This is an optimization exercise on Yosys and OpenROAD, whose aim is small area, a short achievable clock period and few clock cycles, not a production implementation. In this exercise RTL edits were held to simulation tests only and were not proved equivalent to the original.

==> inputs of 01-01 <==
// gefd
module gefd (
    input  wire        clk,
    input  wire        rst,
    input  wire        in_valid,
    input  wire [2:0]  in_kind,
    input  wire [3:0]  in_addr,
    input  wire [32:0] in_data,
    output wire        in_ready,
    output reg         tx_valid,
    output wire [7:0]  tx_data,
    output reg         err_valid,
    output reg  [2:0]  err_code,
    output reg  [15:0] err_info,
    output reg         cell_valid,
    output reg  [31:0] cell_data,
    output reg         frame_valid,
    output reg         frame_occ,
    output reg         frame_mot,
    output reg  [31:0] frame_cnt,
    output reg  [15:0] frame_n,
    output reg         trig_valid,
    output reg  [31:0] trig_cnt
);
    localparam [7:0] MARKER = 8'h2A;
    localparam [2:0] K_RX = 3'd0, K_CFG = 3'd1, K_START = 3'd2, K_STOP = 3'd3, K_LINK = 3'd4;
    localparam [1:0] RS_IDLE = 2'd0, RS_RUN = 2'd1, RS_STOPPED = 2'd2, RS_HALTED = 2'd3;
    localparam [2:0] PH_HUNT = 3'd0, PH_CONFIRM = 3'd1, PH_THERM = 3'd2, PH_ARRAY = 3'd3,
                     PH_CSUM = 3'd4;
    reg        in_rdy;
    assign in_ready = in_rdy;
    reg        rst_r;       
    always @(posedge clk) rst_r <= rst;
    reg        e_v;
    reg [2:0]  e_k;
    reg [3:0]  e_a;
    reg [32:0] e_d;
    always @(posedge clk) begin
        e_v <= in_valid & in_rdy & ~rst;
        e_k <= in_kind;
        e_a <= in_addr;
        e_d <= in_data;
    end
    wire [7:0] b = e_d[7:0];
    reg [1:0]  rs;
    reg [2:0]  phase;
    reg [7:0]  scancnt;
    reg [6:0]  fidx;
    reg        confok;
    reg [7:0]  csumacc;
    reg [31:0] pktcnt;
    reg [15:0] scnt;        
    reg        first;       
    reg        prevvalid, occ, mot;
    reg [15:0] cfg_n;
    reg [31:0] cfg_e0, cfg_e1, cfg_e2, cfg_e3;    
    reg [31:0] lim;         
    reg        lim_en;      
    reg        tx_s, tx_t0, tx_t1;    
    reg [31:0] fcnt;                  
    reg        pkt_max;               
    assign tx_data   = {1'b0, 1'b1, 1'b0, 1'b1, tx_s, 1'b0, tx_t1, tx_t0};
    always @(posedge clk) begin
        frame_occ <= occ;
        frame_mot <= mot;
        frame_n   <= cfg_n;
        trig_cnt  <= pktcnt;
  ...
export LEC_CHECK = 0
export CAP_MARGIN = 20
export CORE_MARGIN = 2
export CORE_UTILIZATION = 55
export CTS_BUF_LIST = sky130_fd_sc_hd__clkbuf_16
export CTS_CLUSTER_DIAMETER = 100
export CTS_CLUSTER_SIZE = 24
export SLEW_MARGIN = 20
create_clock -name core_clock -period 18.0 [get_ports {clk}]
standard.sh (not shown) runs the stock make flow with config.mk's settings and CLKGATE_MAP_FILE= SYNTH_SCRIPT=/design/flow/synth_recipe.tcl, a recipe that flattens the netlist after the stock synthesis.
==> flow/flow/run.sh <==
#!/bin/bash
# The standard layout (standard.sh, every ORFS step unchanged) with two changes:
#  - the port buffers that placement inserts are sky130_fd_sc_hd__buf_4 cells
#    (BUFFER_PORTS_ARGS) instead of the default choice;
#  - after the placement resizing step, the flip-flops that drive output-port buffers are
#    swapped to the strongest drive of their cell and moved onto the buffer's spot
#    (flow/upsize_out.tcl); the standard
#    detailed placement that follows legalizes them.
# Each tool's full output goes to a log file here; ORFS keeps per-step logs in orfs/logs/.
set -euo pipefail
export BUFFER_PORTS_ARGS="-buffer_cell sky130_fd_sc_hd__buf_4"
RES="$PWD/orfs/results/${FLOW_PLATFORM}/gefd/base"
bash standard.sh "$RES/3_4_place_resized.odb" > flow_make_place.log 2>&1
UPSZ_ODB="$RES/3_4_place_resized.odb" openroad -no_init -exit flow/upsize_out.tcl > upsize_out.log 2>&1
bash standard.sh > flow_make.log 2>&1
==> flow/flow/upsize_out.tcl <==
# For each output port: the flip-flop that drives the port's buffer is swapped to the strongest
# drive of its cell (sky130_fd_sc_hd__dfxtp_1/2 -> dfxtp_4) and moved onto the buffer's spot;
# the standard detailed placement that follows legalizes it next to the buffer.
set odb_file $::env(UPSZ_ODB)
read_db $odb_file
set db [ord::get_db]
set block [ord::get_db_block]
set strong [$db findMaster sky130_fd_sc_hd__dfxtp_4]
set n 0
set moved 0
foreach bterm [$block getBTerms] {
  if {[$bterm getIoType] ne "OUTPUT"} { continue }
  set net [$bterm getNet]
  if {$net eq "NULL"} { continue }
  set buf ""
  foreach it [$net getITerms] { if {[$it isOutputSignal]} { set buf [$it getInst] } }
  if {$buf eq ""} { continue }
  foreach it [$buf getITerms] {
    if {![$it isInputSignal]} { continue }
    set n2 [$it getNet]
    if {$n2 eq "NULL"} { continue }
    # only a flip-flop that drives nothing but this buffer
    if {[llength [$n2 getITerms]] != 2} { continue }
    foreach jt [$n2 getITerms] {
      if {![$jt isOutputSignal]} { continue }
      set ff [$jt getInst]
      set m [[$ff getMaster] getName]
      if {[string match "sky130_fd_sc_hd__*df*" $m]} {
        if {$m eq "sky130_fd_sc_hd__dfxtp_1" || $m eq "sky130_fd_sc_hd__dfxtp_2"} {
          $ff swapMaster $strong
          incr n
        }
        set loc [$buf getLocation]
        $ff setLocation [lindex $loc 0] [lindex $loc 1]
        incr moved
      }
    }
  }
}
puts "upsized $n and moved $moved output flip-flops"
write_db $odb_file
==> 03-19 (differences from 01-01) <==
--- a/flow/design.v
+++ b/flow/design.v
@@ -53,15 +53,14 @@
     reg        prevvalid, occ, mot;
     reg [15:0] cfg_n;
     reg [31:0] cfg_e0, cfg_e1, cfg_e2, cfg_e3;    
     reg [31:0] lim;         
     reg        lim_en;      
     reg        tx_s, tx_t0, tx_t1;    
     reg [31:0] fcnt;                  
-    reg        pkt_max;               
     assign tx_data   = {1'b0, 1'b1, 1'b0, 1'b1, tx_s, 1'b0, tx_t1, tx_t0};
     always @(posedge clk) begin
         frame_occ <= occ;
         frame_mot <= mot;
         frame_n   <= cfg_n;
         trig_cnt  <= pktcnt;
     end
@@ -188,33 +187,40 @@
                 .ns(d_ns), .nc(d_nc));
     reg         w_sela, w_cin;
     reg  [1:0]  w_x3;       
     reg  [1:0]  w_r;        
     reg  [1:0]  q_w;        
     reg  [1:0]  w2_r;       
     reg         w2_wba, w2_wbd;
-    reg  [75:0] w_s, w_c;   
+    reg  [37:0] w_l;        
+    reg         w_lc;       
+    reg  [37:0] w_sh, w_ch;
     reg  [75:0] w_x3v;
     always @(*) begin
         case (w_x3)
         2'd1:    w_x3v = racc;
         2'd2:    w_x3v = sm_p;
         2'd3:    w_x3v = {sm_p[69:0], 6'd0};
         default: w_x3v = 76'd0;
         endcase
     end
     wire [75:0] w_x1 = w_sela ? as_ : ds_;
     wire [75:0] w_x2 = w_sela ? ac_ : dc_;
     wire [75:0] w_fs = w_x1 ^ w_x2 ^ w_x3v;
     wire [75:0] w_fc = (w_x1 & w_x2) | (w_x1 & w_x3v) | (w_x2 & w_x3v);
+    wire [75:0] w_cr = {w_fc[74:0], w_cin};
+    wire [38:0] w_lo = {1'b0, w_fs[37:0]} + {1'b0, w_cr[37:0]};
     always @(posedge clk) begin
-        w_s <= w_fs;
-        w_c <= {w_fc[74:0], w_cin};
+        w_l  <= w_lo[37:0];
+        w_lc <= w_lo[38];
+        w_sh <= w_fs[75:38];
+        w_ch <= w_cr[75:38];
     end
-    wire [75:0] w_out = w_s + w_c;
+    wire [37:0] w_hi  = w_sh + w_ch + {37'd0, w_lc};
+    wire [75:0] w_out = {w_hi, w_l};
     always @(posedge clk) begin
         as_ <= w2_wba ? w_out : a_ns;
         ac_ <= w2_wba ? 76'd0 : a_nc;
         ds_ <= w2_wbd ? w_out : d_ns;
         dc_ <= w2_wbd ? 76'd0 : d_nc;
         if (w2_r == 2'd1) racc <= w_out;
         else if (w2_r == 2'd2) racc <= ~w_out;
@@ -308,15 +314,15 @@
     wire ev_rx  = e_v && e_k == K_RX && rs == RS_RUN;
     wire legal  = (cfg_n != 16'd0) && (cfg_e1[15:0] <= cfg_e0[15:0]) &&
                   (cfg_e3[15:0] <= cfg_e2[15:0]);
     wire [5:0] wa = wb + fidx[6:1];
     wire [5:0] rstart = ph + 6'd2 + wb;
     wire [2:0] tw = e_a[2:0] + tph + 3'd1;    
     wire tr_wr = e_v && e_k == K_CFG && rs == RS_IDLE && e_a[3];
-    wire csum_ok = ev_rx && phase == PH_CSUM && b == csumacc && !pkt_max;
+    wire csum_ok = ev_rx && phase == PH_CSUM && b == csumacc && pktcnt != 32'hFFFF_FFFF;
     wire p1_go = (csum_ok || pend) && !eb;
     wire emit_now = (scnt == 16'd1);
     wire        s1a_s = sr0[31];
     wire [31:0] s1a_y = sr0 ^ {32{s1a_s}};
     wire [32:0] s1_d  = {sr0[31], sr0} - {pr0[31], pr0};
     wire        s1d_s = s1_d[32];
     wire [32:0] s1d_y = s1_d ^ {33{s1d_s}};
@@ -333,15 +339,14 @@
         else if (phase == PH_CSUM && b != csumacc)
             err_info <= {b, csumacc};
         else if (phase == PH_CONFIRM && fidx[0])
             err_info <= 16'd1;
         else
             err_info <= 16'd0;
         frame_cnt <= fcnt;
-        pkt_max   <= (pktcnt == 32'hFFFF_FFFF);
     end
     wire q_sq_load = q_act && q_sq && q_sub == 3'd0;
     wire q_sq_sub1 = q_act && q_sq && q_sub == 3'd1;
     wire [36:0] t_y = tsum[36:0] ^ {37{tsum[37]}};
     wire        t_small = (t_y[36:16] == 21'd0);
     assign sm_x  = q_xr;
     wire        qxr_s = q_xr[37];
@@ -505,15 +510,15 @@
                             phase <= PH_CSUM;
                             fidx  <= 7'd0;
                         end else
                             fidx <= fidx + 7'd1;
                     end
                     default: begin
                         if (b == csumacc) begin
-                            if (pkt_max) begin
+                            if (pktcnt == 32'hFFFF_FFFF) begin
                                 raise_err(3'd5, 16'd0);
                                 tx_valid <= 1'b1;
                                 rs <= RS_HALTED;
                             end else begin
                                 if (eb) begin
                                     pend   <= 1'b1;
                                     in_rdy <= 1'b0;
==> flow/flow/run.sh (replaced) <==
#!/bin/bash
# The standard layout (standard.sh, every ORFS step unchanged) with two changes:
#  - the port buffers that placement inserts are sky130_fd_sc_hd__buf_4 cells
#    (BUFFER_PORTS_ARGS) instead of the default choice;
#  - after the placement resizing step, the flip-flops that drive output-port buffers are
#    swapped to the strongest drive of their cell (flow/upsize_out.tcl); the standard
#    detailed placement that follows legalizes them.
# Each tool's full output goes to a log file here; ORFS keeps per-step logs in orfs/logs/.
set -euo pipefail
export BUFFER_PORTS_ARGS="-buffer_cell sky130_fd_sc_hd__buf_4"
RES="$PWD/orfs/results/${FLOW_PLATFORM}/gefd/base"
bash standard.sh "$RES/3_4_place_resized.odb" > flow_make_place.log 2>&1
UPSZ_ODB="$RES/3_4_place_resized.odb" openroad -no_init -exit flow/upsize_out.tcl > upsize_out.log 2>&1
bash standard.sh > flow_make.log 2>&1
==> flow/flow/upsize_out.tcl (replaced) <==
# Upsize the flip-flops that drive the output ports' buffers to the strongest drive of the
# same cell (sky130_fd_sc_hd__dfxtp_1/2 -> dfxtp_4); detailed placement legalizes them next.
set odb_file $::env(UPSZ_ODB)
read_db $odb_file
set db [ord::get_db]
set block [ord::get_db_block]
set strong [$db findMaster sky130_fd_sc_hd__dfxtp_4]
set n 0
foreach bterm [$block getBTerms] {
  if {[$bterm getIoType] ne "OUTPUT"} { continue }
  set net [$bterm getNet]
  if {$net eq "NULL"} { continue }
  set buf ""
  foreach it [$net getITerms] { if {[$it isOutputSignal]} { set buf [$it getInst] } }
  if {$buf eq ""} { continue }
  foreach it [$buf getITerms] {
    if {![$it isInputSignal]} { continue }
    set n2 [$it getNet]
    if {$n2 eq "NULL"} { continue }
    foreach jt [$n2 getITerms] {
      if {![$jt isOutputSignal]} { continue }
      set ff [$jt getInst]
      set m [[$ff getMaster] getName]
      if {$m eq "sky130_fd_sc_hd__dfxtp_1" || $m eq "sky130_fd_sc_hd__dfxtp_2"} {
        $ff swapMaster $strong
        incr n
      }
    }
  }
}
puts "upsized $n output flip-flops"
write_db $odb_file
==> 10-18 (differences from 01-01) <==
--- a/flow/design.v
+++ b/flow/design.v
@@ -24,16 +24,14 @@
     localparam [7:0] MARKER = 8'h2A;
     localparam [2:0] K_RX = 3'd0, K_CFG = 3'd1, K_START = 3'd2, K_STOP = 3'd3, K_LINK = 3'd4;
     localparam [1:0] RS_IDLE = 2'd0, RS_RUN = 2'd1, RS_STOPPED = 2'd2, RS_HALTED = 2'd3;
     localparam [2:0] PH_HUNT = 3'd0, PH_CONFIRM = 3'd1, PH_THERM = 3'd2, PH_ARRAY = 3'd3,
                      PH_CSUM = 3'd4;
     reg        in_rdy;
     assign in_ready = in_rdy;
-    reg        rst_r;       
-    always @(posedge clk) rst_r <= rst;
     reg        e_v;
     reg [2:0]  e_k;
     reg [3:0]  e_a;
     reg [32:0] e_d;
     always @(posedge clk) begin
         e_v <= in_valid & in_rdy & ~rst;
         e_k <= in_kind;
@@ -52,16 +50,14 @@
     reg        first;       
     reg        prevvalid, occ, mot;
     reg [15:0] cfg_n;
     reg [31:0] cfg_e0, cfg_e1, cfg_e2, cfg_e3;    
     reg [31:0] lim;         
     reg        lim_en;      
     reg        tx_s, tx_t0, tx_t1;    
-    reg [31:0] fcnt;                  
-    reg        pkt_max;               
     assign tx_data   = {1'b0, 1'b1, 1'b0, 1'b1, tx_s, 1'b0, tx_t1, tx_t0};
     always @(posedge clk) begin
         frame_occ <= occ;
         frame_mot <= mot;
         frame_n   <= cfg_n;
         trig_cnt  <= pktcnt;
     end
@@ -75,20 +71,19 @@
     reg [5:0]    wb;
     reg [63:0]   rp_oh;     
     reg        pend;
     reg        eb;                  
     reg        p1_rd, p1_ins, p1_ins_first, p1_emit, p1_first, p1_last;
     reg [5:0]  p1c;
     reg [15:0] f_reg;
-    reg        s1, s1_first, s1_last, s2, s2_first, s2_last, s3_last;
+    reg        s1, s1_first, s1_last, s2, s2_first, s2_last;
     reg signed [37:0] tsum;
     reg [15:0] ya, yd;
     reg        sa, sd;
     reg        any_big;
-    reg        a_big, d_big;    
     reg [75:0] as_, ac_, ds_, dc_;
     reg [75:0] racc;
     reg        mot_en, mot_ex, occ_en, occ_ex;
     reg        cm_done_flag, fin_flag;    
     reg        fv_fin, fv_out;            
     reg        sl_act, sl_d, sl_grab;
     reg [4:0]  sl_t;
@@ -245,15 +240,15 @@
     end
     reg         c_aclr, c_dclr, c_wba, c_wbd, c_sela, c_cin;
     reg  [1:0]  c_x3, c_r;
     always @(*) begin
         c_aclr = 1'b0; c_dclr = 1'b0; c_wba = 1'b0; c_wbd = 1'b0;
         c_sela = 1'b0; c_cin = 1'b0; c_x3 = 2'd0; c_r = 2'd0;
         if (s1_first) begin c_aclr = 1'b1; c_dclr = 1'b1; end
-        if (s3_last && any_big) begin c_aclr = 1'b1; c_dclr = 1'b1; end
+        if (s2_last && any_big) begin c_aclr = 1'b1; c_dclr = 1'b1; end
         if (sl_act && sm_done) begin
             c_sela = ~sl_d; c_x3 = sl_d ? 2'd2 : 2'd3;
             c_wba = ~sl_d; c_wbd = sl_d;
         end
         if (ff_act) begin
             case (ff)
             4'd0: begin c_sela = 1'b0; c_r = 2'd2; end                     
@@ -308,41 +303,24 @@
     wire ev_rx  = e_v && e_k == K_RX && rs == RS_RUN;
     wire legal  = (cfg_n != 16'd0) && (cfg_e1[15:0] <= cfg_e0[15:0]) &&
                   (cfg_e3[15:0] <= cfg_e2[15:0]);
     wire [5:0] wa = wb + fidx[6:1];
     wire [5:0] rstart = ph + 6'd2 + wb;
     wire [2:0] tw = e_a[2:0] + tph + 3'd1;    
     wire tr_wr = e_v && e_k == K_CFG && rs == RS_IDLE && e_a[3];
-    wire csum_ok = ev_rx && phase == PH_CSUM && b == csumacc && !pkt_max;
+    wire csum_ok = ev_rx && phase == PH_CSUM && b == csumacc && pktcnt != 32'hFFFF_FFFF;
     wire p1_go = (csum_ok || pend) && !eb;
     wire emit_now = (scnt == 16'd1);
     wire        s1a_s = sr0[31];
     wire [31:0] s1a_y = sr0 ^ {32{s1a_s}};
     wire [32:0] s1_d  = {sr0[31], sr0} - {pr0[31], pr0};
     wire        s1d_s = s1_d[32];
     wire [32:0] s1d_y = s1_d ^ {33{s1d_s}};
+    wire        s1_big = (s1a_y[31:16] != 16'd0) || (prevvalid && s1d_y[32:16] != 17'd0);
     integer k;
-    always @(posedge clk) begin
-        tx_s <= (e_k != K_START);
-        case (e_k)
-        K_START: err_code <= 3'd4;
-        K_LINK:  err_code <= 3'd3;
-        default: err_code <= (phase == PH_CSUM) ? ((b == csumacc) ? 3'd5 : 3'd2) : 3'd1;
-        endcase
-        if (e_k == K_LINK)
-            err_info <= {15'd0, e_d[0]};
-        else if (phase == PH_CSUM && b != csumacc)
-            err_info <= {b, csumacc};
-        else if (phase == PH_CONFIRM && fidx[0])
-            err_info <= 16'd1;
-        else
-            err_info <= 16'd0;
-        frame_cnt <= fcnt;
-        pkt_max   <= (pktcnt == 32'hFFFF_FFFF);
-    end
     wire q_sq_load = q_act && q_sq && q_sub == 3'd0;
     wire q_sq_sub1 = q_act && q_sq && q_sub == 3'd1;
     wire [36:0] t_y = tsum[36:0] ^ {37{tsum[37]}};
     wire        t_small = (t_y[36:16] == 21'd0);
     assign sm_x  = q_xr;
     wire        qxr_s = q_xr[37];
     wire [36:0] qxr_y = q_xr[36:0] ^ {37{qxr_s}};
@@ -374,15 +352,15 @@
             if (qxr_small) begin
                 if (q_unita) begin ya <= qxr_y[15:0]; sa <= qxr_s; end
                 else         begin yd <= qxr_y[15:0]; sd <= qxr_s; end
             end
             q_small <= qxr_small;
         end
         if ((q_act && !q_sq && q_w == 2'd2 && q_pc == 4'd12) || (ff_act && ff == 4'd12))
-            fcnt <= pktcnt;
+            frame_cnt <= pktcnt;
         case (oc[2:0])
         3'd0: cell_data <= srv[32*1  +: 32];
         3'd1: cell_data <= srv[32*3  +: 32];
         3'd2: cell_data <= srv[32*5  +: 32];
         3'd3: cell_data <= srv[32*7  +: 32];
         3'd4: cell_data <= srv[32*9  +: 32];
         3'd5: cell_data <= srv[32*11 +: 32];
@@ -422,35 +400,37 @@
             fidx    <= 7'd0;
             scancnt <= 8'd0;
             confok  <= 1'b0;
             if (lim_en) begin
                 lim <= lim - 32'd1;
                 if (lim == 32'd1) begin
                     tx_valid <= 1'b1;
+                    tx_s     <= 1'b1;
+                    tx_t0    <= 1'b0; tx_t1 <= 1'b0;
                     rs       <= RS_STOPPED;
                 end
             end
         end
     endtask
     task raise_err(input [2:0] code, input [15:0] info);
         begin
-            err_valid <= 1'b1;     
+            err_valid <= 1'b1;
+            err_code  <= code;
+            err_info  <= info;
         end
     endtask
     always @(posedge clk) begin
         begin
             tx_valid    <= 1'b0;
             err_valid   <= 1'b0;
             cell_valid  <= 1'b0;
             frame_valid <= 1'b0;
             trig_valid  <= 1'b0;
             ph  <= ph + 6'd1;
             tph <= tph + 3'd1;
-            tx_t0 <= (e_k == K_START);
-            tx_t1 <= (e_k == K_START);
             np_go <= 1'b0;
             p1c <= p1c + 6'd1;
             for (k = 0; k < 8; k = k + 1) begin
                 if (tr_wr && tw == k) trv[k] <= e_d[32];
                 else                  trv[k] <= trv[(k + 7) % 8];
             end
             if (e_v) begin
@@ -505,17 +485,17 @@
                             phase <= PH_CSUM;
                             fidx  <= 7'd0;
                         end else
                             fidx <= fidx + 7'd1;
                     end
                     default: begin
                         if (b == csumacc) begin
-                            if (pkt_max) begin
+                            if (pktcnt == 32'hFFFF_FFFF) begin
                                 raise_err(3'd5, 16'd0);
-                                tx_valid <= 1'b1;
+                                tx_valid <= 1'b1; tx_s <= 1'b1; tx_t0 <= 1'b0; tx_t1 <= 1'b0;
                                 rs <= RS_HALTED;
                             end else begin
                                 if (eb) begin
                                     pend   <= 1'b1;
                                     in_rdy <= 1'b0;
                                 end
                                 iter_end;
@@ -536,28 +516,28 @@
                     4'd4: cfg_e3 <= {16'd0, e_d[15:0]};
                     4'd5: begin lim <= e_d[31:0]; lim_en <= (e_d[31:0] != 32'd0); end
                     default: ;
                     endcase
                 end
                 K_START: if (rs == RS_IDLE) begin
                     if (legal) begin
-                        tx_valid <= 1'b1;
+                        tx_valid <= 1'b1; tx_s <= 1'b0; tx_t0 <= 1'b1; tx_t1 <= 1'b1;
                         rs <= RS_RUN;
                         np_act <= 1'b1; np_go <= 1'b1; np_i <= 2'd0;
                     end else
                         raise_err(3'd4, 16'd0);
                 end
                 K_STOP: if (rs == RS_RUN) begin
-                    tx_valid <= 1'b1;
+                    tx_valid <= 1'b1; tx_s <= 1'b1; tx_t0 <= 1'b0; tx_t1 <= 1'b0;
                     rs <= RS_STOPPED;
                 end
                 K_LINK: if (rs == RS_RUN) begin
                     raise_err(3'd3, {15'd0, e_d[0]});
                     if (e_d[0]) begin
-                        tx_valid <= 1'b1;
+                        tx_valid <= 1'b1; tx_s <= 1'b1; tx_t0 <= 1'b0; tx_t1 <= 1'b0;
                     end
                     rs <= RS_HALTED;
                 end
                 default: ;
                 endcase
             end
             if (p1_go) begin
@@ -597,19 +577,16 @@
             p1_last      <= p1_rd && p1c == 6'd63;
             s1       <= p1_ins && p1_emit;
             s1_first <= p1_ins && p1_emit && p1_ins_first;
             s1_last  <= p1_ins && p1_emit && p1_last;
             s2       <= s1;
             s2_first <= s1_first;
             s2_last  <= s1_last;
-            s3_last  <= s2_last;
-            a_big <= s1 && (s1a_y[31:16] != 16'd0);
-            d_big <= s1 && prevvalid && (s1d_y[32:16] != 17'd0);
-            if (s2) any_big <= (s2_first ? 1'b0 : any_big) | a_big | d_big;
-            if (s3_last) begin
+            if (s1) any_big <= (s1_first ? 1'b0 : any_big) | s1_big;
+            if (s2_last) begin
                 if (any_big) begin
                     sl_act <= 1'b1; sl_d <= 1'b0;
                     sl_t <= 5'd31; sl_g <= 7'd0;
                 end else begin
                     cm_act <= 1'b1; cmc <= 6'd0;
                     if (ne_small && t_small) begin
                         ff_act <= 1'b1; ff <= 4'd0;
@@ -730,36 +707,33 @@
             end
             if (fv_fin && fv_out) begin
                 frame_valid <= 1'b1;
                 fv_fin      <= 1'b0;
                 fv_out      <= 1'b0;
             end
         end
-        if (rst_r) begin
+        if (rst) begin
             in_rdy <= 1'b1;
-            rs <= RS_IDLE; phase <= PH_HUNT; scancnt <= 8'd0;
+            rs <= RS_IDLE; phase <= PH_HUNT; scancnt <= 8'd0; 
             pktcnt <= 32'd0;
             scnt <= 16'd1; first <= 1'b1;
             prevvalid <= 1'b0; occ <= 1'b0; mot <= 1'b0;
             cfg_n <= 16'd1; cfg_e0 <= 32'd30; cfg_e1 <= 32'd25; cfg_e2 <= 32'd20; cfg_e3 <= 32'd13;
             lim_en <= 1'b0;
-            tx_t0 <= 1'b1; tx_t1 <= 1'b0;
-            trv <= 8'd0; tph <= 3'd0; ph <= 6'd0;
-        end
-        if (rst) begin
-            tx_valid <= 1'b0;
-            err_valid <= 1'b0;
+            tx_valid <= 1'b0; tx_t0 <= 1'b1; tx_t1 <= 1'b0;
+            err_valid <= 1'b0; 
             cell_valid <= 1'b0;
             frame_valid <= 1'b0;
             trig_valid <= 1'b0;
+            trv <= 8'd0; tph <= 3'd0; ph <= 6'd0;
             pend <= 1'b0; eb <= 1'b0;
             p1_rd <= 1'b0; p1_ins <= 1'b0; p1_ins_first <= 1'b0; p1_emit <= 1'b0; p1_first <= 1'b0;
             p1_last <= 1'b0;
             s1 <= 1'b0; s1_first <= 1'b0; s1_last <= 1'b0;
-            s2 <= 1'b0; s2_first <= 1'b0; s2_last <= 1'b0; s3_last <= 1'b0;
+            s2 <= 1'b0; s2_first <= 1'b0; s2_last <= 1'b0;
             fv_fin <= 1'b0; fv_out <= 1'b0;
             sl_act <= 1'b0; sl_grab <= 1'b0; ff_act <= 1'b0;
             q_act <= 1'b0;
             np_act <= 1'b0; np_go <= 1'b0; q_go <= 1'b0;
             cm_act <= 1'b0; ob_pend <= 1'b0; ob_act <= 1'b0;
             tg_act <= 1'b0;
         end
==> flow/flow/run.sh (replaced) <==
#!/bin/bash
# The standard layout (standard.sh, every ORFS step unchanged) with two changes:
#  - the port buffers that placement inserts are sky130_fd_sc_hd__buf_4 cells
#    (BUFFER_PORTS_ARGS) instead of the default choice;
#  - after the placement resizing step, the flip-flops that drive output-port buffers are
#    swapped to the strongest drive of their cell (flow/upsize_out.tcl); the standard
#    detailed placement that follows legalizes them.
# Each tool's full output goes to a log file here; ORFS keeps per-step logs in orfs/logs/.
set -euo pipefail
export BUFFER_PORTS_ARGS="-buffer_cell sky130_fd_sc_hd__buf_4"
RES="$PWD/orfs/results/${FLOW_PLATFORM}/gefd/base"
bash standard.sh "$RES/3_4_place_resized.odb" > flow_make_place.log 2>&1
UPSZ_ODB="$RES/3_4_place_resized.odb" openroad -no_init -exit flow/upsize_out.tcl > upsize_out.log 2>&1
bash standard.sh > flow_make.log 2>&1
==> flow/flow/upsize_out.tcl (replaced) <==
# Upsize the flip-flops that drive the output ports' buffers to the strongest drive of the
# same cell (sky130_fd_sc_hd__dfxtp_1/2 -> dfxtp_4); detailed placement legalizes them next.
set odb_file $::env(UPSZ_ODB)
read_db $odb_file
set db [ord::get_db]
set block [ord::get_db_block]
set strong [$db findMaster sky130_fd_sc_hd__dfxtp_4]
set n 0
foreach bterm [$block getBTerms] {
  if {[$bterm getIoType] ne "OUTPUT"} { continue }
  set net [$bterm getNet]
  if {$net eq "NULL"} { continue }
  set buf ""
  foreach it [$net getITerms] { if {[$it isOutputSignal]} { set buf [$it getInst] } }
  if {$buf eq ""} { continue }
  foreach it [$buf getITerms] {
    if {![$it isInputSignal]} { continue }
    set n2 [$it getNet]
    if {$n2 eq "NULL"} { continue }
    foreach jt [$n2 getITerms] {
      if {![$jt isOutputSignal]} { continue }
      set ff [$jt getInst]
      set m [[$ff getMaster] getName]
      if {$m eq "sky130_fd_sc_hd__dfxtp_1" || $m eq "sky130_fd_sc_hd__dfxtp_2"} {
        $ff swapMaster $strong
        incr n
      }
    }
  }
}
puts "upsized $n output flip-flops"
write_db $odb_file
==> results.ini <==
[drt]
drt_iter0_drc=13600
route.vias.total=122000
ant_nets=0

[placement]
hpwl_um=380000
place_congestion=0.974

[outcome]
status=complete, no violations

[worst_setup_path]
critPathArrivalTime_ns=1.66
rrSetupSlack_ns=13.21

[synthesis]
synthDistinctLibCells=106
ys_seq_area_share_pct=69.6

[clock_tree]
clock_latency_ns=1.00

[floorplanning]
core_area_mm2=0.389

[final_layout]
area_growth_pct=7.99

the above is filed under 10-18

==> results.ini <==
[outcome]
status=complete, no violations

[final_layout]
multi_input_area_share_pct=26.0
area_growth_pct=7.91
dominant_cells=sequential cells

[worst_setup_path]
critPathArrivalTime_ns=1.49
rrSetupSlack_ns=13.15

[clock_tree]
clock_latency_ns=1.00

[placement]
hpwl_um=355000
place_congestion=0.963

[synthesis]
synthTopCellsByArea=dfxtp_1 51%, edfxtp_1 18%, mux2_2 3.5%
synthDistinctLibCells=104
ys_seq_area_share_pct=69.7

[floorplanning]
tap_cells=5220
core_area_mm2=0.392

[drt]
route.vias.total=119000
ant_nets=0
drt_iter0_drc=12600

[min_path]
min-delay-path-class=flip-flop to flip-flop

[pwr]
p_per_area_mw_per_mm2=106

[job]
maxCapViolations=0

the above is filed under 01-01

==> results.ini <==
[placement]
place_congestion=0.959
hpwl_um=368000

[pwr]
clkPwrFrac_pct=32.5

[worst_setup_path]
critPathArrivalTime_ns=6.85
rrSetupSlack_ns=11.97
cp_cell_sequence=nor2b_4 > buf_4 > a22o_1 > ha_1 > ha_1 > fa_1 > a21o_1 > a21oi_1 > o21ai_0 > a2111oi_0 > nor2_1 > a41oi_2 > o21ai_1 > a41o_1 > a41o_1 > o41ai_2 > o21ai_0

[floorplanning]
core_area_mm2=0.388

[drt]
route.vias.total=120000
ant_nets=1
totalWireLength_um=552000
drt_iter0_drc=13000
met3_length_um=47700

[synthesis]
synthDistinctLibCells=95
ys_seq_area_share_pct=69.9

[final_layout]
area_growth_pct=8.17
diodes=19

[outcome]
status=finished with violations
so_faults=antenna rules

the above is filed under 03-19

Testbench counts of 01-01, summed over its fixed seeds: cycles 57,975.
Testbench counts of 03-19, summed over its fixed seeds: cycles 57,975.
Testbench counts of 10-18, summed over its fixed seeds: cycles 57,968.

separate check: timing with driven ports:
In the flow no input, the clock included, has a driving cell. The finished layouts below were timed again as built, in two steps. Step 1 assumes that a clkbuf_16 drives the clock port and a buf_2 every other input. Step 2 adds t to the input delays and takes it off the output delays; t is the mean of the earliest and latest rising clock arrival at the registers after step 1. Input paths then give back, and output paths get back, about the clock's delay inside the block. Three values: no drivers, after step 1, after step 2; two values: the first two.
| run | shift t [ns] | setup slack, ns | worst setup path after step 2 | latest minus earliest clock arrival (ns) | worst register clock-pin slew, ns |
|---|---|---|---|---|---|
| 01-01 | 1.074 | 12.909 / 12.789 / 12.828 | input to register | 0.086 / 0.086 | 0.11 / 0.11 |
| 03-19 | 1.056 | 11.971 / 11.971 / 11.971 | register to register | 0.077 / 0.077 | 0.11 / 0.11 |
| 10-18 | 1.069 | 12.735 / 12.616 / 11.967 | input to register | 0.103 / 0.103 | 0.11 / 0.11 |
The setup slack of 10-18, which loses most, moves by -0.119 ns with the drivers and by -0.768 ns with both steps.
